This is an optimization exercise on Yosys and OpenROAD, whose aim is small area, a short achievable clock period and few clock cycles per item, not a production implementation.
Function was checked by simulation only, so behaviour that the tests miss may differ from the original.

==> yarrow <==
## swar_conv
module swar_conv (
    input  wire         clk,
    input  wire         rst,
    input  wire         cmd_valid,
    output wire         cmd_ready,
    input  wire [31:0]  cmd,
    input  wire [63:0]  a,
    input  wire [63:0]  b,
    input  wire [7:0]   c,
    input  wire [167:0] sin,
    output reg          done,
    output reg          err,
    output wire [63:0]  res,
    output reg  [167:0] sout
);
Settings: LEC_CHECK=0, CAP_MARGIN=20, CORE_MARGIN=2, CORE_UTILIZATION=40, SLEW_MARGIN=20; clock period 8.0 ns.
run.sh (not shown) runs the stock make flow with config.mk's settings and CLKGATE_MAP_FILE= SYNTH_SCRIPT=/design/flow/synth_recipe.tcl, a recipe that flattens the netlist after the stock synthesis.
==> inputs of nickel, as changes to yarrow <==
--- a/flow/design.v
+++ b/flow/design.v
@@ -48,15 +48,20 @@
     reg  busy;       
     reg  last;       
     reg  fmt_q;      
     reg  neg_q;      
     reg  utoap_q;    
     reg  hex_q;
     reg  [4:0] n_q;
-    assign cmd_ready = busy ? last : !multi;
+    reg        first;    
+    reg        fin;      
+    reg        out_fmt;  
+    reg        out_s;    
+    reg  [4:0] ls_q;     
+    assign cmd_ready = busy ? last : (!multi && !fin);
     wire accept = cmd_valid && cmd_ready;
     wire start  = !busy && cmd_valid && multi;
     reg [7:0]  zlane, mlane;
     reg [2:0]  first_pos, last_pos;
     reg [63:0] keep_mask;
     reg [63:0] word_res;
     reg [7:0]  d2;           
@@ -144,89 +149,110 @@
     reg  [7:0] fb;       
     reg  [63:0] acc;     
     reg  [79:0] bcd;     
     wire [6:0]  pval = {3'd0, fb[7:4]} * 7'd10 + {3'd0, fb[3:0]};
     wire [63:0] dsum = (acc << 6) + (acc << 5) + (acc << 2)
                      + (neg_q ? (64'd0 - {57'd0, pval}) : {57'd0, pval});
     wire [63:0] acc_next = hex_q ? {acc[55:0], fb} : dsum;
+    function [4:0] dstep;
+        input [3:0] d;
+        input       cin;
+        begin
+            dstep[4] = d[3] | (d[2] & (d[1] | d[0]));
+            dstep[3] = (d[2] & ~d[1] & ~d[0]) | (d[3] & d[0]);
+            dstep[2] = (d[1] & ~d[2]) | (d[1] & d[0]) | (d[3] & ~d[0]);
+            dstep[1] = (d[0] & ~d[2] & ~d[3]) | (d[2] & d[1] & ~d[0]) | (d[3] & ~d[0]);
+            dstep[0] = cin;
+        end
+    endfunction
     reg [79:0] dd;
+    reg        dcy;
+    reg [4:0]  dso;
     integer    k, t;
     always @* begin
-        dd = bcd;
+        dd = first ? 80'd0 : bcd;
         for (t = 7; t >= 0; t = t - 1) begin
-            for (k = 0; k < 20; k = k + 1)
-                if (dd[4*k +: 4] >= 4'd5) dd[4*k +: 4] = dd[4*k +: 4] + 4'd3;
-            dd = {dd[78:0], fb[t]};
-        end
-    end
+            dcy = fb[t];
+            for (k = 0; k < 20; k = k + 1) begin
+                dso = dstep(dd[4*k +: 4], dcy);
+                dd[4*k +: 4] = dso[3:0];
+                dcy = dso[4];
+            end
+        end
+    end
+    reg  [4:0] nd;           
+    always @* begin
+        nd = 5'd1;
+        for (k = 1; k < 20; k = k + 1)
+            if (bcd[4*k +: 4] != 4'd0) nd = k[4:0] + 5'd1;
+    end
+    wire [4:0]  ls  = (utoap_q ? n_q : nd) + {4'd0, neg_q};
+    wire [4:0]  sh  = 5'd20 - ls;
+    reg  [79:0] rev;
+    always @* begin
+        for (k = 0; k < 20; k = k + 1)
+            rev[4*k +: 4] = bcd[4*(19-k) +: 4];
+    end
+    wire [79:0] aligned = rev >> {sh, 2'b00};
     always @(posedge clk) begin
-        done <= 1'b0;
+        done <= fin;
+        fin  <= 1'b0;
         if (rst) begin
             busy <= 1'b0;
             last <= 1'b0;
+            done <= 1'b0;
         end else begin
             if (accept) begin
-                done <= 1'b1;
-                err  <= !legal;
+                err <= !legal;
+                if (busy && fmt_q && legal) fin <= 1'b1;
+                else                        done <= 1'b1;
+            end
+            if (fin) begin
+                bcd     <= aligned;
+                ls_q    <= ls;
+                out_s   <= neg_q;
+                out_fmt <= 1'b1;
             end
             if (!busy) begin
                 if (accept) begin
-                    acc   <= word_res;
-                    fmt_q <= 1'b0;
+                    acc     <= word_res;
+                    out_fmt <= 1'b0;
                 end
                 if (start) begin
                     busy    <= 1'b1;
+                    first   <= 1'b1;
                     acc     <= 64'd0;
-                    bcd     <= 80'd0;
                     fmt_q   <= is_fmt;
                     hex_q   <= is_hex;
                     utoap_q <= !cmd[1];
                     n_q     <= in_n;
                     neg_q   <= is_fmt ? fneg : (sgn && sin[2]);
                     fb      <= is_fmt ? ffetch : pfetch;
                     ei_q    <= ei0 + 4'd1;
                     fi_q    <= j0 - 3'd1;
                     last    <= !legal || (is_fmt ? flast : plast);
                 end
             end else begin
+                first <= 1'b0;
                 if (fmt_q) bcd <= dd;
                 else       acc <= acc_next;
+                if (accept) out_fmt <= 1'b0;
                 if (last) begin
                     busy <= 1'b0;
                     last <= 1'b0;
                 end else begin
                     fb   <= fmt_q ? ffetch : pfetch;
                     ei_q <= ei_q + 4'd1;
                     fi_q <= fi_q - 3'd1;
                     last <= fmt_q ? flast : plast;
                 end
             end
         end
     end
-    reg  [4:0] nd;           
-    always @* begin
-        nd = 5'd1;
-        for (k = 1; k < 20; k = k + 1)
-            if (bcd[4*k +: 4] != 4'd0) nd = k[4:0] + 5'd1;
-    end
-    wire [4:0] flen = utoap_q ? n_q : nd;
-    wire       fs   = neg_q;
-    wire [4:0] ls   = flen + {4'd0, fs};           
-    wire [4:0] sh   = 5'd20 - ls;                  
-    reg  [79:0] rev;
     always @* begin
         for (k = 0; k < 20; k = k + 1)
-            rev[4*k +: 4] = bcd[4*(19-k) +: 4];
-    end
-    wire [79:0] sdig = rev >> {sh, 2'b00};
-    always @* begin
-        for (k = 0; k < 21; k = k + 1) begin
-            if (k == 0 && fs)
-                sout[8*k +: 8] = 8'h2D;
-            else if (k < ls)
-                sout[8*k +: 8] = {4'h3, (k < 20) ? sdig[4*(k % 20) +: 4] : 4'h0};
-            else
-                sout[8*k +: 8] = 8'h00;
-        end
-    end
-    assign res = {acc[63:5], fmt_q ? ls : acc[4:0]};
+            sout[8*k +: 8] = (k == 0 && out_s) ? 8'h2D
+                           : {2'b00, {2{k < ls_q}}, bcd[4*k +: 4]};
+        sout[167:160] = 8'h00;
+    end
+    assign res = {acc[63:5], out_fmt ? ls_q : acc[4:0]};
 endmodule
Settings changed: ABC_AREA set to 1, SETUP_SLACK_MARGIN set to 3.
==> inputs of indigo, as changes to yarrow <==
--- a/flow/design.v
+++ b/flow/design.v
@@ -48,15 +48,20 @@
     reg  busy;       
     reg  last;       
     reg  fmt_q;      
     reg  neg_q;      
     reg  utoap_q;    
     reg  hex_q;
     reg  [4:0] n_q;
-    assign cmd_ready = busy ? last : !multi;
+    reg        first;    
+    reg        fin;      
+    reg        out_fmt;  
+    reg        out_s;    
+    reg  [4:0] ls_q;     
+    assign cmd_ready = busy ? last : (!multi && !fin);
     wire accept = cmd_valid && cmd_ready;
     wire start  = !busy && cmd_valid && multi;
     reg [7:0]  zlane, mlane;
     reg [2:0]  first_pos, last_pos;
     reg [63:0] keep_mask;
     reg [63:0] word_res;
     reg [7:0]  d2;           
@@ -144,89 +149,110 @@
     reg  [7:0] fb;       
     reg  [63:0] acc;     
     reg  [79:0] bcd;     
     wire [6:0]  pval = {3'd0, fb[7:4]} * 7'd10 + {3'd0, fb[3:0]};
     wire [63:0] dsum = (acc << 6) + (acc << 5) + (acc << 2)
                      + (neg_q ? (64'd0 - {57'd0, pval}) : {57'd0, pval});
     wire [63:0] acc_next = hex_q ? {acc[55:0], fb} : dsum;
+    function [4:0] dstep;
+        input [3:0] d;
+        input       cin;
+        begin
+            dstep[4] = d[3] | (d[2] & (d[1] | d[0]));
+            dstep[3] = (d[2] & ~d[1] & ~d[0]) | (d[3] & d[0]);
+            dstep[2] = (d[1] & ~d[2]) | (d[1] & d[0]) | (d[3] & ~d[0]);
+            dstep[1] = (d[0] & ~d[2] & ~d[3]) | (d[2] & d[1] & ~d[0]) | (d[3] & ~d[0]);
+            dstep[0] = cin;
+        end
+    endfunction
     reg [79:0] dd;
+    reg        dcy;
+    reg [4:0]  dso;
     integer    k, t;
     always @* begin
-        dd = bcd;
+        dd = first ? 80'd0 : bcd;
         for (t = 7; t >= 0; t = t - 1) begin
-            for (k = 0; k < 20; k = k + 1)
-                if (dd[4*k +: 4] >= 4'd5) dd[4*k +: 4] = dd[4*k +: 4] + 4'd3;
-            dd = {dd[78:0], fb[t]};
-        end
-    end
+            dcy = fb[t];
+            for (k = 0; k < 20; k = k + 1) begin
+                dso = dstep(dd[4*k +: 4], dcy);
+                dd[4*k +: 4] = dso[3:0];
+                dcy = dso[4];
+            end
+        end
+    end
+    reg  [4:0] nd;           
+    always @* begin
+        nd = 5'd1;
+        for (k = 1; k < 20; k = k + 1)
+            if (bcd[4*k +: 4] != 4'd0) nd = k[4:0] + 5'd1;
+    end
+    wire [4:0]  ls  = (utoap_q ? n_q : nd) + {4'd0, neg_q};
+    wire [4:0]  sh  = 5'd20 - ls;
+    reg  [79:0] rev;
+    always @* begin
+        for (k = 0; k < 20; k = k + 1)
+            rev[4*k +: 4] = bcd[4*(19-k) +: 4];
+    end
+    wire [79:0] aligned = rev >> {sh, 2'b00};
     always @(posedge clk) begin
-        done <= 1'b0;
+        done <= fin;
+        fin  <= 1'b0;
         if (rst) begin
             busy <= 1'b0;
             last <= 1'b0;
+            done <= 1'b0;
         end else begin
             if (accept) begin
-                done <= 1'b1;
-                err  <= !legal;
+                err <= !legal;
+                if (busy && fmt_q && legal) fin <= 1'b1;
+                else                        done <= 1'b1;
+            end
+            if (fin) begin
+                bcd     <= aligned;
+                ls_q    <= ls;
+                out_s   <= neg_q;
+                out_fmt <= 1'b1;
             end
             if (!busy) begin
                 if (accept) begin
-                    acc   <= word_res;
-                    fmt_q <= 1'b0;
+                    acc     <= word_res;
+                    out_fmt <= 1'b0;
                 end
                 if (start) begin
                     busy    <= 1'b1;
+                    first   <= 1'b1;
                     acc     <= 64'd0;
-                    bcd     <= 80'd0;
                     fmt_q   <= is_fmt;
                     hex_q   <= is_hex;
                     utoap_q <= !cmd[1];
                     n_q     <= in_n;
                     neg_q   <= is_fmt ? fneg : (sgn && sin[2]);
                     fb      <= is_fmt ? ffetch : pfetch;
                     ei_q    <= ei0 + 4'd1;
                     fi_q    <= j0 - 3'd1;
                     last    <= !legal || (is_fmt ? flast : plast);
                 end
             end else begin
+                first <= 1'b0;
                 if (fmt_q) bcd <= dd;
                 else       acc <= acc_next;
+                if (accept) out_fmt <= 1'b0;
                 if (last) begin
                     busy <= 1'b0;
                     last <= 1'b0;
                 end else begin
                     fb   <= fmt_q ? ffetch : pfetch;
                     ei_q <= ei_q + 4'd1;
                     fi_q <= fi_q - 3'd1;
                     last <= fmt_q ? flast : plast;
                 end
             end
         end
     end
-    reg  [4:0] nd;           
-    always @* begin
-        nd = 5'd1;
-        for (k = 1; k < 20; k = k + 1)
-            if (bcd[4*k +: 4] != 4'd0) nd = k[4:0] + 5'd1;
-    end
-    wire [4:0] flen = utoap_q ? n_q : nd;
-    wire       fs   = neg_q;
-    wire [4:0] ls   = flen + {4'd0, fs};           
-    wire [4:0] sh   = 5'd20 - ls;                  
-    reg  [79:0] rev;
     always @* begin
         for (k = 0; k < 20; k = k + 1)
-            rev[4*k +: 4] = bcd[4*(19-k) +: 4];
-    end
-    wire [79:0] sdig = rev >> {sh, 2'b00};
-    always @* begin
-        for (k = 0; k < 21; k = k + 1) begin
-            if (k == 0 && fs)
-                sout[8*k +: 8] = 8'h2D;
-            else if (k < ls)
-                sout[8*k +: 8] = {4'h3, (k < 20) ? sdig[4*(k % 20) +: 4] : 4'h0};
-            else
-                sout[8*k +: 8] = 8'h00;
-        end
-    end
-    assign res = {acc[63:5], fmt_q ? ls : acc[4:0]};
+            sout[8*k +: 8] = (k == 0 && out_s) ? 8'h2D
+                           : {2'b00, {2{k < ls_q}}, bcd[4*k +: 4]};
+        sout[167:160] = 8'h00;
+    end
+    assign res = {acc[63:5], out_fmt ? ls_q : acc[4:0]};
 endmodule
==> flow/flow/run.sh (new file) <==
#!/bin/bash
# Standard layout, run whole; output in std.log
bash standard.sh > std.log 2>&1
==> flow/standard.sh (new file) <==
#!/bin/bash
# synth_recipe.tcl (not shown) runs the flow's synth.tcl, then flattens the netlist and writes it again
# the make line also repeats each setting of config.mk as NAME=value (left out here)
make -C /OpenROAD-flow-scripts/flow DESIGN_CONFIG=/design/flow/config.mk WORK_HOME=/design/flow/orfs CLKGATE_MAP_FILE= SYNTH_SCRIPT=/design/flow/synth_recipe.tcl "${@:-finish}"
Settings changed: ABC_AREA set to 1, SETUP_SLACK_MARGIN set to 3.
removed: flow/run.sh
==> notes <==
- Worst hold slack is the same in indigo and nickel.
- nickel finished with timing, DRC and antenna clean. yarrow ran to the end with no violations. indigo completed without violations.
- In nickel the global-route usage is higher than in yarrow, by 4.9 points.
- In cell count, nickel and indigo do not differ.
- First-iteration DRC count: nickel is higher than yarrow (about 23%).
- In count of clock-buffer cells in the layout, yarrow and indigo do not differ.
- Against yarrow, the register-to-register slack of indigo is higher by 1900 ps.
- Worst setup slack is the same in indigo and nickel.
==> figures <==
quantity	indigo	yarrow	nickel
Core box area	96700 µm²	107000 µm²	96700 µm²
Adder and majority cell fraction of the synthesized area	9.35%	12.6%	9.35%
Multi-input gate area	31800 µm²	35600 µm²	31800 µm²
R2r startpoint	fb[7]	bcd[29]	fb[7]
Buffers, non-clock	730	652	730
Result of the run	timing/DRC/antenna clean	timing/DRC/antenna clean	timing/DRC/antenna clean
Register-to-register path setup slack	2430 ps	510 ps	2430 ps
Vias in the first global route	44300	43000	44300
Overall die area	100000 µm²	110000 µm²	100000 µm²
Count of filler cells inserted in the layout	9920	10800	9920
Post-Route Skew	16.9 ps	22.3 ps	16.9 ps
Post-CTS resize count	452	9	452
Nature of the critical path endpoint	register	output pin	register
Clock Latency Late Sink	540 ps	530 ps	540 ps
Testbench counts of yarrow, summed over its fixed seeds: cycles 9,822, commands 2,400.
Testbench counts of nickel, summed over its fixed seeds: cycles 10,067, commands 2,400.
Testbench counts of indigo, summed over its fixed seeds: cycles 10,067, commands 2,400.

[static timing again, ports no longer ideal]
Ports are ideal in the flow. The routed layouts listed here were re-timed in OpenROAD.
Step 1 sets driving cells, clkbuf_16 on the clock port and buf_2 on the other inputs (assumed; they add their load-dependent delay and slew).
Step 2, shift: input delay + t, output delay - t, t = (earliest + latest rising clock arrival at the registers) / 2. This alone moves slack from input paths to output paths.
a / b / c = ideal / step 1 / step 2; a / b = the first two.
run	t (ns)	setup slack, ns	worst hold slack (ns)	pins driven straight from the clock port
yarrow	0.581	0.213 / 0.148 / 0.511	0.514 / 0.514 / 0.514	1
nickel	0.601	2.429 / 2.429 / 2.429	0.535 / 0.535 / 0.535	1
indigo	0.601	2.429 / 2.429 / 2.429	0.535 / 0.535 / 0.535	1
After both steps every run listed still meets setup and hold.
